This is an optimization exercise on Yosys and OpenROAD, whose aim is small area and a short achievable clock period, not a production implementation.
No run shown here included a check of the RTL's function; only the layout flow was run.
Power and IR drop assume default switching activity.

==> config.mk <==
export PLATFORM = sky130hd
export DESIGN_NAME = kstc_tx
export DESIGN_NICKNAME = kstc_tx
export VERILOG_FILES = /design/flow/design.v
export SDC_FILE = /design/flow/constraint.sdc
export NUM_CORES = 4
export LEC_CHECK = 0
export CAP_MARGIN = 20
export CORE_MARGIN = 2
export CORE_UTILIZATION = 40
export SLEW_MARGIN = 20
==> constraint.sdc <==
create_clock -name core_clock -period 6.5 [get_ports {clk}]
set_input_delay 1.3000 -clock core_clock [delete_from_list [all_inputs] [get_ports {clk}]]
set_output_delay 1.3000 -clock core_clock [all_outputs]
set_load 0.01 [all_outputs]
==> design.v <==
module kstc_crc32c_step #(
    parameter [31:0] POLY = 32'h82F63B78
) (
    input  wire [31:0] crc_in,
    input  wire [7:0]  data,
    output reg  [31:0] crc_out
);
    integer i;
    always @* begin
        crc_out = crc_in ^ {24'd0, data};
        for (i = 0; i < 8; i = i + 1)
            crc_out = crc_out[0] ? ((crc_out >> 1) ^ POLY) : (crc_out >> 1);
    end
endmodule
module kstc_tx #(
    parameter MAX_PAYLOAD = 64
) (
    input  wire                     clk,
    input  wire                     rst,
    input  wire                     start,
    output wire                     ready,
    input  wire [7:0]               pri,
    input  wire [15:0]              src,
    input  wire [15:0]              dst,
    input  wire [15:0]              dspec,
    input  wire [63:0]              tid,
    input  wire [6:0]               len,
    input  wire [8*MAX_PAYLOAD-1:0] payload,
    output wire                     tx_valid,
    output wire [7:0]               tx_byte,
    input  wire                     tx_accept,
    output reg                      done,
    output reg                      ok
);
    localparam [7:0]  DELIM    = 8'h9E;
    localparam [7:0]  ESC      = 8'h8E;
    localparam [2:0] PH_HDR   = 3'd0,
                     PH_HCRC  = 3'd1,
                     PH_PAY   = 3'd2,
                     PH_PCRC  = 3'd3,
                     PH_CLOSE = 3'd4,
                     PH_END   = 3'd5;
    reg [7:0]               r_pri;
    reg [15:0]              r_src;
    reg [15:0]              r_dst;
    reg [15:0]              r_dspec;
    reg [63:0]              r_tid;
    reg [6:0]               r_len;
    reg [8*MAX_PAYLOAD-1:0] r_payload;
    reg        busy;       
    reg        idle;       
    reg        lden;       
    reg [7:0]  ob;         
    reg        ob_close;   
    reg        pend;       
    reg        pend_b4;    
    reg [7:0]  nb;         
    reg        nb_crc;     
    reg        nb_close;   
    reg [2:0]  phase;
    reg [5:0]  k;
    reg [31:0] crc;
    wire [8*28-1:0] hdr = {8'h80, 8'h00, 8'h00, 8'h00, r_tid, 64'd0,
                           r_dspec, r_dst, r_src, r_pri, 8'h00};
    wire [7:0] hdr_byte = hdr[8*k[4:0] +: 8];
    wire [7:0] pay_byte = r_payload[8*k +: 8];
    wire take   = busy && !pend;
    wire nb_esc = !nb_close && (nb == DELIM || nb == ESC);
    wire [7:0]  crc_din = nb_crc ? crc[7:0] : nb;
    wire [31:0] crc_step;
    kstc_crc32c_step u_crc (
        .crc_in  (crc),
        .data    (crc_din),
        .crc_out (crc_step)
    );
    wire [31:0] crc_next = crc_step | {{8{nb_crc}}, 24'd0};
    wire [7:0]  crc_out  = ~crc_next[7:0];
    wire last_pay = ({1'b0, k} + 7'd1 == r_len);
    assign ready    = idle;
    assign tx_valid = busy;
    assign tx_byte  = ob;
    always @(posedge clk) begin
        if (rst) begin
            busy <= 1'b0;
            idle <= 1'b1;
            lden <= 1'b1;
            done <= 1'b0;
        end else if (!busy) begin
            busy <= start;
            idle <= !start;
            lden <= !start;
            done <= 1'b0;
        end else begin
            busy <= tx_accept && !ob_close;
            idle <= !tx_accept || ob_close;
            lden <= !tx_accept || ob_close || (!pend && nb_close);
            done <= !tx_accept || ob_close;
        end
        ok <= tx_accept;
        if (lden) begin
            r_pri     <= pri;
            r_src     <= src;
            r_dst     <= dst;
            r_dspec   <= dspec;
            r_tid     <= tid;
            r_len     <= len;
            r_payload <= payload;
        end
        if (!busy) begin
            ob       <= DELIM;
            ob_close <= 1'b0;
            pend     <= 1'b0;
            nb       <= 8'h00;       
            nb_crc   <= 1'b0;
            nb_close <= 1'b0;
            phase    <= PH_HDR;
            k        <= 6'd1;
            crc      <= 32'hFFFFFFFF;
        end else if (pend) begin
            ob   <= pend_b4 ? ~DELIM : ~ESC;
            pend <= 1'b0;
        end else begin
            ob       <= nb_esc ? ESC : nb;
            pend     <= nb_esc;
            pend_b4  <= nb[4];
            ob_close <= nb_close;
            crc      <= crc_next;
            nb_crc   <= 1'b0;
            nb_close <= 1'b0;
            case (phase)
                PH_HDR: begin
                    nb <= hdr_byte;
                    if (k == 6'd27) begin
                        phase <= PH_HCRC;
                        k     <= 6'd0;
                    end else
                        k <= k + 1'b1;
                end
                PH_HCRC: begin
                    nb     <= crc_out;
                    nb_crc <= 1'b1;
                    if (k == 6'd3) begin
                        phase <= (r_len == 7'd0) ? PH_PCRC : PH_PAY;
                        k     <= 6'd0;
                    end else
                        k <= k + 1'b1;
                end
                PH_PAY: begin
                    nb <= pay_byte;
                    if (last_pay) begin
                        phase <= PH_PCRC;
                        k     <= 6'd0;
                    end else
                        k <= k + 1'b1;
                end
                PH_PCRC: begin
                    nb     <= crc_out;
                    nb_crc <= 1'b1;
                    if (k == 6'd3)
                        phase <= PH_CLOSE;
                    else
                        k <= k + 1'b1;
                end
                PH_CLOSE: begin
                    nb       <= DELIM;
                    nb_close <= 1'b1;
                    phase    <= PH_END;
                end
                default: ;
            endcase
        end
    end
endmodule
==> flow/run.sh <==
#!/bin/bash
# Standard ORFS layout, except that the port buffers are buf_1 cells rather
# than the delay cells buffer_ports picks by default.
set -euo pipefail
export BUFFER_PORTS_ARGS="-buffer_cell sky130_fd_sc_hd__buf_1"
bash standard.sh > standard_flow.log 2>&1
==> standard.sh <==
#!/bin/bash
# synth_recipe.tcl (not shown) runs the flow's synth.tcl, then flattens the netlist and writes it again
# the make line also repeats each setting of config.mk as NAME=value (left out here)
make -C /OpenROAD-flow-scripts/flow DESIGN_CONFIG=/design/flow/config.mk WORK_HOME=/design/flow/orfs CLKGATE_MAP_FILE= SYNTH_SCRIPT=/design/flow/synth_recipe.tcl "${@:-finish}"
==> results.py, run 1 <==
metrics = {
    "hold_path": {
        "min_path_type": "reg2reg",
        "hold_depth": 2,
        "min_from": "crc[26]",
        "hold_end": "crc[26]",
    },
    "timing": {
        "finClkSkew_ps": 28.6,
        "tns_ps": 0,
        "worst_slack_ps": 2920,
        "setup_viol": 0,
        "whs_ps": 494,
        "maxSlewViolCount": 0,
        "finalHoldViolations": 0,
        "max_freq_mhz": 279,
        "worstMarginPinSlew_ps": 997,
        "slew_headroom": 0.334,
        "rsz0062_at_grt": "false",
        "fin_crit_sh": 0.550,
        "layout_min_cycle_time_ps": 3580,
    },
    "yosys": {
        "synth_flop_cell": "edfxtp_1",
        "synthDominantCellAreaShare": 0.676,
        "synth.avg_cell_area_um2": 19.1,
        "synthArstFlopShare": 0,
        "synth_nets": 2137,
        "netlist_instances": 1492,
        "synthDistinctLibCells": 79,
        "yosys.cell_count.top_type": "edfxtp_1",
        "ys_warn_count": 2,
        "synth-seq-cells": 706,
        "synth_edf_count": 640,
        "syn-cell-area_um2": 28400,
        "yosys-top-cells-area": "edfxtp_1 (68%), mux4_2 (13%), dfxtp_1 (4.6%)",
        "netlist.top_cell.by_area": "edfxtp_1",
        "synthTopCellsByCount": "edfxtp_1 (640), mux4_2 (160), nand2_1 (78)",
        "seq_area_frac_synth": 0.722,
    },
    "pwr": {
        "cellPowerDensity_nw_per_um2": 349,
        "seqPwrFrac": 0.465,
        "p_clk_frac": 0.358,
        "switching_share": 0.257,
        "power.combinational.fraction": 0.177,
        "p_leak_nw": 11.6,
        "p_sw_mw": 3.09,
        "p_int_mw": 8.94,
        "ir_drop_v": 0.000232,
        "total_power_mw": 12.0,
    },
    "clock_tree": {
        "path_clk_slew_ps": 60,
        "cts_hold_buf": 0,
        "clockRootBuffer": "clkbuf_16",
        "cts_tree": "yes",
        "htree_levels": 3,
        "ctsResizeCount": 0,
        "clock-sinks": 706,
        "cts_buffers": 78,
        "postCtsSetupRepairBufs": 0,
        "cts.path.max_buffers": 3,
        "clk_latency_ps": 630,
    },
    "critical_path": {
        "worst-path-stages": 9,
        "r2r_start": "k[0]",
        "max_stage_delay_ps": 810,
        "cp-end-kind": "flip-flop",
        "cp-start-kind": "flip-flop",
        "critPathBufInv": 1,
        "r2r_slack_ps": 2920,
        "reg2reg_depth": 9,
        "critPathTopFamily": "flip-flops",
        "worst-setup-path-type": "reg2reg",
        "crit_fanout": 86,
        "crit_chain": "buf_12 > ha_1 > ha_1 > xnor2_1 > nor3_1 > nand2_1 > a21oi_2 > a211oi_1 > or3_1",
        "cp.arrival_ps": 4070,
        "crit_slowest_cell": "dfxtp_4",
        "r2r_end": "k[0]",
        "cp_common_cell": "ha_1",
        "crit_required_ps": 6990,
    },
    "run_status": {
        "status": "no timing/DRC/antenna violations",
    },
    "placed_design": {
        "placed_cells": 3028,
        "placed_cell_area_um2": 31900,
        "dp_slack_ps": 2920,
        "io_buffers": 654,
        "dp_hpwl_um": 64200,
        "globalplace.congestion": 0.904,
    },
    "route": {
        "antenna_left": 0,
        "wire_per_inst_um": 27.4,
        "via_per_inst": 5.34,
        "dr.pass1.iters": 5,
        "drtIter0Drc": 1628,
        "drc": 0,
        "vias": 17000,
        "wl_um": 87400,
    },
    "die": {
        "die_h_um": 271,
        "num_rows": 97,
        "dieArea_um2": 73200,
        "initial_core_util": 0.405,
        "ios": 655,
        "core_um2": 70100,
        "chipWidth_um": 271,
    },
    "grt": {
        "antenna_found_initial": 28,
        "grt_pass1_vias": 17800,
        "grt_pass1_wl_um": 124000,
        "grt_overflow": 0,
        "grt_max_degree": 207,
        "grt_usage": 0.236,
    },
    "final_layout": {
        "multi_input_area_um2": 7420,
        "postLayoutCoreUtil": 0.491,
        "drive_gt1_frac": 0.147,
        "num-nets-final": 2814,
        "area_delta_synth_final_pct": 21.1,
        "final_cells": 3193,
        "finalInstanceArea_um2": 34400,
        "fillers": 6083,
        "regArea_um2": 20600,
    },
    "run": {
        "maxCapViolations": 0,
    },
}
worst max-delay path by stage:
stage                     from  slack [ps]         end
after floorplan           lden        1420  r_dspec[0]
after CTS                 k[0]        2900        k[0]
after global routing      k[0]        2590        k[0]
after detailed placement  k[0]        2920        k[0]
after global placement    k[0]        2940        k[0]
final                     k[0]        2920        k[0]
sequential cells by signal (all words and copies together) (netlist names), 3 cells and up:
signal     flops
crc           32
k              6
nb             8
ob             8
phase          3
r_dspec       16
r_dst         16
r_len          7
r_payload    512
r_pri          8
r_src         16
r_tid         64
metal layers:
metal	wire, um	track usage
met1	33800	0.295
met2	46000	0.407
met3	5280	0.0479
met4	2270	0.0861
met5	73	0
tightest hold or removal path, delay by kind of cell, from the launching register on:
family	cells	cell delay, ps
AOI/OAI and AO/OA	1	70
DFF	1	330
and+or+nand+nor	1	60
cells in the final DEF (no fill, tap or decap), types with 10 or more instances in the layout:
master	instances
xnor3_1	17
clkbuf_1	22
nor2_1	67
nor3_1	13
diode_2	24
buf_4	18
buf_1	654
a22oi_1	10
a31oi_1	12
o21ai_0	23
o22ai_1	17
xor2_1	14
mux2i_1	24
clkinv_1	15
mux4_2	160
mux2_2	11
dfxtp_1	60
nor2b_1	12
nand3_1	19
xnor2_1	34
a21oi_1	25
nand2_1	78
o211ai_1	19
inv_1	10
edfxtp_1	640
clkbuf_16	79
power groups by stage:
stage	logic, mW	registers (mW)	clock network, mW
after global routing	2.29	5.63	4.58
after global placement	2.10	5.67	0
after detailed placement	2.12	5.69	0
after CTS	2.13	5.59	4.41
after floorplan	1.49	5.69	0
final	2.13	5.59	4.31
layout make-up:
| type | instances | share of cell area |
|---|---|---|
| multi-input cells | 692 | 0.216 |
| inverters | 14 | 0.00153 |
| clock buffers | 101 | 0.0598 |
| repair buffers | 677 | 0.0784 |
| diodes | 24 | 0.00174 |
| clock inverters | 39 | 0.0118 |
| well taps | 940 | 0.0342 |
| flip-flops and latches | 706 | 0.597 |
cells by family after synthesis:
family,synth area share
AO/OA/AOI/OAI,0.0440
XOR/XNOR,0.0364
adder cells (fa/ha/maj),0.000880
buffers and inverters,0.0166
flip-flops,0.722
multiplexers,0.140
AND/OR/NAND/NOR,0.0402
==> run 2: changes to the inputs <==
--- a/config.mk
+++ b/config.mk
@@ -8,4 +8,5 @@
 export CAP_MARGIN = 20
 export CORE_MARGIN = 2
 export CORE_UTILIZATION = 40
+export SETUP_SLACK_MARGIN = 3.8
 export SLEW_MARGIN = 20
==> run 2 against run 1 <==
Compared with the run above: non-clock buffer count increased by 15; fmax increased by 33%; combinational power is 3% higher; largest power group unchanged; utilization up 0.52 points; still clean; total power grew 0.43%; die area is the same; global-route usage is 0.44 points higher; synthesized cell count unchanged; flip-flop and latch count unchanged; first-iteration DRC count decreased by 0.43%; design area is 1.1% higher.
==> results.py, run 2 <==
metrics = {
    "clock_tree": {
        "clk_latency_ps": 630,
        "htree_levels": 3,
        "cts_buffers": 78,
        "clockRootBuffer": "clkbuf_16",
        "path_clk_slew_ps": 60,
        "clock-sinks": 706,
        "cts.path.max_buffers": 3,
        "cts_tree": "yes",
    },
    "yosys": {
        "synth-seq-cells": 706,
        "netlist.top_cell.by_area": "edfxtp_1",
        "yosys-top-cells-area": "edfxtp_1 (68%), mux4_2 (13%), dfxtp_1 (4.6%)",
        "synthDistinctLibCells": 79,
        "ys_warn_count": 2,
        "synth_flop_cell": "edfxtp_1",
        "synthTopCellsByCount": "edfxtp_1 (640), mux4_2 (160), nand2_1 (78)",
        "syn-cell-area_um2": 28400,
        "synthArstFlopShare": 0,
        "netlist_instances": 1492,
        "seq_area_frac_synth": 0.722,
        "yosys.cell_count.top_type": "edfxtp_1",
        "synth_nets": 2137,
        "synthDominantCellAreaShare": 0.676,
        "synth_edf_count": 640,
        "synth.avg_cell_area_um2": 19.1,
    },
    "timing": {
        "worstMarginPinSlew_ps": 898,
        "finalHoldViolations": 0,
        "rsz0062_at_grt": "true",
        "tns_ps": 0,
        "setup_viol": 0,
        "finClkSkew_ps": 29.5,
        "layout_min_cycle_time_ps": 2680,
        "slew_headroom": 0.401,
        "max_freq_mhz": 373,
        "maxSlewViolCount": 0,
        "fin_crit_sh": 0.412,
        "whs_ps": 492,
    },
    "final_layout": {
        "layout_commonest_cell": "buf_1",
        "regMostFlops": "r_payload",
        "area_delta_synth_final_pct": 22.4,
        "largest_reg_flops": 512,
        "drive_gt1_frac": 0.159,
        "num-nets-final": 2829,
        "fillers": 6055,
        "multi_input_area_um2": 7470,
        "largest_registers": "r_payload x512, r_tid x64, crc x32",
        "final_cell_mix": "buf_1 (654), edfxtp_1 (640), mux4_2 (160), clkbuf_16 (80), nand2_1 (78)",
        "regArea_um2": 20600,
    },
    "run_status": {
        "status": "no timing/DRC/antenna violations",
    },
    "pwr": {
        "switching_share": 0.257,
        "cellPowerDensity_nw_per_um2": 347,
        "p_sw_mw": 3.11,
        "ir_drop_v": 0.000234,
        "power.combinational.fraction": 0.182,
        "p_leak_nw": 11.8,
        "p_int_mw": 8.98,
        "p_clk_frac": 0.357,
        "seqPwrFrac": 0.461,
    },
    "critical_path": {
        "crit_fanout": 17,
        "cp-start-kind": "flip-flop",
        "worst-setup-path-type": "reg2reg",
        "cp-end-kind": "flip-flop",
        "cp.arrival_ps": 3170,
        "crit_required_ps": 6990,
    },
    "placed_design": {
        "globalplace.congestion": 0.904,
        "io_buffers": 654,
        "dp_hpwl_um": 64200,
    },
    "die": {
        "chipWidth_um": 271,
        "initial_core_util": 0.405,
        "num_rows": 97,
        "dieArea_um2": 73200,
        "core_um2": 70100,
        "die_h_um": 271,
        "ios": 655,
    },
    "grt": {
        "antenna_found_initial": 24,
        "grt_overflow": 0,
        "grt_pass1_vias": 17900,
        "grt_pass1_wl_um": 126000,
        "grt_usage": 0.240,
        "grt_max_degree": 207,
    },
    "route": {
        "drc": 0,
        "dr.pass1.iters": 7,
        "vias": 17300,
        "antenna_left": 0,
        "wire_per_inst_um": 27.9,
        "via_per_inst": 5.40,
        "drtIter0Drc": 1621,
        "wl_um": 89500,
    },
    "hold_path": {
        "min_path_type": "reg2reg",
    },
    "run": {
        "maxCapViolations": 0,
    },
}
run 2: changes by cell type in the layout (fill, tap and decap cells not counted), sizes merged:
cell | before | now
bufbuf | 0 | 1
clkinv | 25 | 24
clkinvlp | 4 | 5
diode | 24 | 21
clkbuf | 101 | 102
buf | 677 | 690
run 2: metrics by stage:
| step | instance area (um2) | total power, mW | utilization | setup slack (ps) | cells |
|---|---|---|---|---|---|
| 6_report | 34800 | 12.1 | 0.496 | 3820 | 3205 |
| 5_1_grt | 34800 | 12.6 | 0.496 | 3690 | 3202 |
| 4_1_cts | 34600 | 12.2 | 0.493 | 3800 | 3177 |
| 3_5_place_dp | 31900 | 7.80 | 0.454 | 2920 | 3028 |
| 3_3_place_gp | 31900 | 7.77 | 0.454 | 2940 | 3028 |
| 2_1_floorplan | 28400 | 7.19 | - | 1420 | 1492 |
run 2: area by class of cell:
cell class	count	area share
well taps	940	0.0338
multi-input cells	692	0.215
clock buffers	101	0.0592
diodes	21	0.00151
repair buffers	692	0.0864
inverters	14	0.00183
clock inverters	39	0.0117
flip-flops and latches	706	0.591
run 2: power groups by stage:
stage	registers, mW	clock network (mW)	logic [mW]
final	5.58	4.31	2.19
after detailed placement	5.69	0	2.12
after global placement	5.67	0	2.10
after floorplan	5.69	0	1.49
after CTS	5.58	4.41	2.18
after global routing	5.61	4.58	2.36
run 2: routing by layer:
metal / share of wire / global-route usage / routed length (um) / vias up
met3: 0.063 / 0.0458 / 5630 / 162
met1: 0.39 / 0.303 / 34700 / 8836
met2: 0.52 / 0.415 / 46600 / 808
li1: - / - / - / 7492
met4: 0.028 / 0.0848 / 2550 / 10
met5: 0.00075 / 0 / 67 / -
run 2: what timing repair did:
| action | 4_1_cts | 5_1_grt |
|---|---|---|
| gates resized for setup | 21 | 13 |
| hold buffers | 0 | 0 |
| gates cloned | 2 | 1 |
| setup endpoints to repair | 17 | 20 |
| setup buffers | 7 | 5 |
run 2: worst paths after layout:
path	slack (ps)	from	end	cells after the start
max reg2reg	3820	k[2]	k[0]	9
min	490	crc[20]	crc[20]	2
max	3820	k[2]	k[0]	9
min reg2reg	490	crc[20]	crc[20]	2
run 2: critical path, stage by stage, from the launching register on:
cell and delay [ps]:
dfxtp_4 530, clkinv_4 210, buf_4 260, ha_1 350
xnor2_1 140, nor3_1 220, nand2_1 110, a21oi_2 270
a211oi_1 120, or3_1 350
run 2: kinds of logic (layout without fill, tap and decap cells):
logic type               count (synthesis)  in the layout  synth area share
multiplexers                           195            195             0.140
buffers and inverters                   94            846            0.0166
XOR/XNOR                                76             76            0.0364
AND/OR/NAND/NOR                        240            240            0.0402
adder cells (fa/ha/maj)                  2              2          0.000880
other                                    0             21                 0
AO/OA/AOI/OAI                          179            179            0.0440
flip-flops                             706            706             0.722
==> run 3: changes to the inputs <==
--- a/design.v
+++ b/design.v
@@ -47,9 +47,7 @@
     reg [63:0]              r_tid;
     reg [6:0]               r_len;
     reg [8*MAX_PAYLOAD-1:0] r_payload;
-    reg        busy;       
-    reg        idle;       
-    reg        lden;       
+    reg        busy;
     reg [7:0]  ob;         
     reg        ob_close;   
     reg        pend;       
@@ -76,28 +74,22 @@
     wire [31:0] crc_next = crc_step | {{8{nb_crc}}, 24'd0};
     wire [7:0]  crc_out  = ~crc_next[7:0];
     wire last_pay = ({1'b0, k} + 7'd1 == r_len);
-    assign ready    = idle;
+    assign ready    = !busy;
     assign tx_valid = busy;
     assign tx_byte  = ob;
     always @(posedge clk) begin
         if (rst) begin
             busy <= 1'b0;
-            idle <= 1'b1;
-            lden <= 1'b1;
             done <= 1'b0;
         end else if (!busy) begin
             busy <= start;
-            idle <= !start;
-            lden <= !start;
             done <= 1'b0;
         end else begin
             busy <= tx_accept && !ob_close;
-            idle <= !tx_accept || ob_close;
-            lden <= !tx_accept || ob_close || (!pend && nb_close);
             done <= !tx_accept || ob_close;
         end
         ok <= tx_accept;
-        if (lden) begin
+        if (!busy) begin
             r_pri     <= pri;
             r_src     <= src;
             r_dst     <= dst;
==> run.sh (new file) <==
#!/bin/bash
# synth_recipe.tcl (not shown) runs the flow's synth.tcl, then flattens the netlist and writes it again
# the make line also repeats each setting of config.mk as NAME=value (left out here)
make -C /OpenROAD-flow-scripts/flow DESIGN_CONFIG=/design/flow/config.mk WORK_HOME=/design/flow/orfs CLKGATE_MAP_FILE= SYNTH_SCRIPT=/design/flow/synth_recipe.tcl finish
--- a/config.mk
+++ b/config.mk
@@ -8,5 +8,4 @@
 export CAP_MARGIN = 20
 export CORE_MARGIN = 2
 export CORE_UTILIZATION = 40
-export SETUP_SLACK_MARGIN = 3.8
 export SLEW_MARGIN = 20
removed: flow/run.sh
removed: standard.sh
==> run 3 against run 2 <==
Compared with the run above: design area increased by 10%; die area decreased by 0.84%; worst hold slack improved by 5.6 ps; fmax down 32%; flip-flop and latch count shrank 2; non-clock buffer count shrank 20; clock skew is 10 ps lower; worst setup slack lost 1300 ps; critical path type is now reg2out.
==> results.py, run 3 <==
metrics = {
    "yosys": {
        "netlist.top_cell.by_area": "edfxtp_1",
        "synthDominantCellAreaShare": 0.682,
        "synth-seq-cells": 704,
        "netlist_instances": 1559,
        "synth_nets": 2204,
        "synthArstFlopShare": 0,
        "synthTopCellsByCount": "edfxtp_1 (640), mux4_2 (118), mux2i_1 (83)",
        "yosys.cell_count.top_type": "edfxtp_1",
        "seq_area_frac_synth": 0.727,
        "synth_flop_cell": "edfxtp_1",
        "ys_warn_count": 2,
        "synth_edf_count": 640,
        "synth.avg_cell_area_um2": 18.1,
        "syn-cell-area_um2": 28200,
        "yosys-top-cells-area": "edfxtp_1 (68%), mux4_2 (9.4%), dfxtp_1 (4.5%)",
        "synthDistinctLibCells": 66,
    },
    "hold_path": {
        "min_path_type": "reg2reg",
    },
    "grt": {
        "grt_usage": 0.251,
        "antenna_found_initial": 24,
        "grt_overflow": 0,
        "grt_pass1_wl_um": 129000,
        "grt_pass1_vias": 17900,
        "grt_max_degree": 191,
    },
    "timing": {
        "rsz0062_at_grt": "false",
        "max_freq_mhz": 254,
        "setup_viol": 0,
        "fin_crit_sh": 0.605,
        "worst_slack_ps": 2570,
        "finClkSkew_ps": 19.6,
        "maxSlewViolCount": 0,
        "layout_min_cycle_time_ps": 3930,
        "whs_ps": 497,
        "slew_headroom": 0.279,
        "tns_ps": 0,
        "finalHoldViolations": 0,
        "worstMarginPinSlew_ps": 1080,
    },
    "critical_path": {
        "cp-start-kind": "flip-flop",
        "r2r_slack_ps": 2940,
        "cp.arrival_ps": 2630,
        "crit_required_ps": 5200,
        "worst-setup-path-type": "reg2out",
        "crit_fanout": 100,
        "cp-end-kind": "output pin",
        "critPathBufInv": 3,
        "max_stage_delay_ps": 680,
        "crit_slowest_cell": "clkdlybuf4s50_1",
        "critPathTopFamily": "buffers and inverters",
        "crit_chain": "buf_4 > inv_8 > clkdlybuf4s50_1",
    },
    "route": {
        "drc": 0,
        "antenna_left": 0,
        "vias": 17100,
        "dr.pass1.iters": 5,
        "routed.top_layer": "met5",
        "wire_per_inst_um": 28.6,
        "drtIter0Drc": 1842,
        "via_per_inst": 5.28,
        "wl_um": 92600,
        "met1_length_um": 35200,
        "route.met3.wl_um": 5650,
        "route.met2.wl_um": 49500,
    },
    "final_layout": {
        "layout_commonest_cell": "clkdlybuf4s50_1",
        "num-nets-final": 2866,
        "drive_gt1_frac": 0.128,
        "finalInstanceArea_um2": 38300,
        "postLayoutCoreUtil": 0.547,
        "fillers": 5584,
        "regMostFlops": "r_payload",
        "final_cell_mix": "clkdlybuf4s50_1 (654), edfxtp_1 (640), mux4_2 (118), mux2i_1 (83), nand2_1 (80)",
        "final_cells": 3235,
        "area_delta_synth_final_pct": 35.7,
        "largest_reg_flops": 512,
        "largest_registers": "r_payload x512, r_tid x64, crc x32",
    },
    "placed_design": {
        "placed_cells": 3082,
        "dp_hpwl_um": 69000,
        "globalplace.congestion": 0.883,
        "io_buffers": 654,
        "dp_slack_ps": 2890,
        "placed_cell_area_um2": 35700,
    },
    "clock_tree": {
        "cts_buffers": 77,
        "postCtsSetupRepairBufs": 0,
        "clk_latency_ps": 630,
        "cts.path.max_buffers": 3,
        "clock-sinks": 704,
        "htree_levels": 3,
        "path_clk_slew_ps": 60,
        "cts_hold_buf": 0,
        "ctsResizeCount": 0,
        "cts_tree": "yes",
        "clockRootBuffer": "clkbuf_16",
    },
    "pwr": {
        "p_sw_mw": 3.21,
        "seqPwrFrac": 0.447,
        "power.combinational.fraction": 0.196,
        "total_power_mw": 12.5,
        "p_leak_nw": 13.0,
        "p_clk_frac": 0.357,
        "p_int_mw": 9.24,
        "ir_drop_v": 0.000188,
        "cellPowerDensity_nw_per_um2": 325,
        "switching_share": 0.258,
    },
    "die": {
        "initial_core_util": 0.403,
        "num_rows": 97,
        "die_h_um": 269,
        "chipWidth_um": 269,
        "ios": 655,
        "dieArea_um2": 72600,
        "core_um2": 69900,
    },
    "run": {
        "maxCapViolations": 0,
    },
    "run_status": {
        "status": "no timing/DRC/antenna violations",
    },
}
[run 3: worst paths after layout]
path	startpoint	endpoint	cells past startpoint
worst max register to register	k[0]	nb[5]	8
worst max-delay path	busy	ready	3
worst min-delay path	crc[5]	crc[5]	2
worst min register to register	crc[5]	crc[5]	2
[run 3: layer usage]
metal | GRT usage | up-vias
li1 | - | 7586
met1 | 0.303 | 8724
met2 | 0.453 | 630
met3 | 0.0527 | 135
met4 | 0.0749 | 16
met5 | 0 | -
[run 3: power by group through the flow]
stage | registers [mW] | clock network, mW | logic (mW)
after floorplan | 5.60 | 0 | 1.59
after global placement | 5.65 | 0 | 2.42
after detailed placement | 5.66 | 0 | 2.43
after CTS | 5.57 | 4.53 | 2.44
after global routing | 5.60 | 4.70 | 2.61
final | 5.56 | 4.44 | 2.45
[run 3: area by class of cell]
cell class                      count  area, um2  area share
Multi-Input combinational cell    754       7200       0.188
Sequential cell                   704      20500       0.536
Clock buffer                       92       2000      0.0524
Timing Repair Buffer              672       6720       0.176
Antenna cell                       16       40.0     0.00105
Inverter                           12       52.6     0.00137
Tap cell                          940       1180      0.0307
Clock inverter                     45        546      0.0143
[run 3: logic make-up after synthesis]
family / count (synthesis) / synth area share
fa+ha+maj: 2 / 0.000888
buf+inv: 101 / 0.0172
mux: 216 / 0.130
xor+xnor: 92 / 0.0359
compound gates: 203 / 0.0497
flops: 704 / 0.727
simple gates: 241 / 0.0393
[run 3: worst reg2reg max path: cells and delay by family, from the launching register on]
kind | cells | cell delay (ps)
AOI/OAI and AO/OA | 4 | 810
DFF | 1 | 1020
and+or+nand+nor | 3 | 1000
buffers and inverters | 1 | 630

==> what the ideal ports hide <==
No port has a modelled driver above. Below, the same layouts with a new extraction and two added sets of constraints.
Step 1 assumes that a clkbuf_16 drives the clock port and a buf_2 every other input.
Step 2 also shifts input and output timing later by t, the mid clock arrival at the registers, as if the neighbouring blocks saw the same clock.
Three values: ideal ports, drivers, drivers and shift; two values: the first two.
run | t, ns | setup WS [ns] | hold WS [ns] | worst setup path at the end | latest minus earliest clock arrival (ns)
run 1 | 0.685 | 2.922 / 2.922 / 2.922 | 0.494 / 0.494 / 0.494 | register to register | 0.032 / 0.032
run 2 | 0.683 | 3.820 / 3.820 / 3.820 | 0.492 / 0.492 / 0.492 | register to register | 0.034 / 0.034
run 3 | 0.680 | 2.566 / 2.505 / 2.938 | 0.497 / 0.497 / 0.497 | register to register | 0.023 / 0.022
After both steps setup and hold are still met in every run listed.
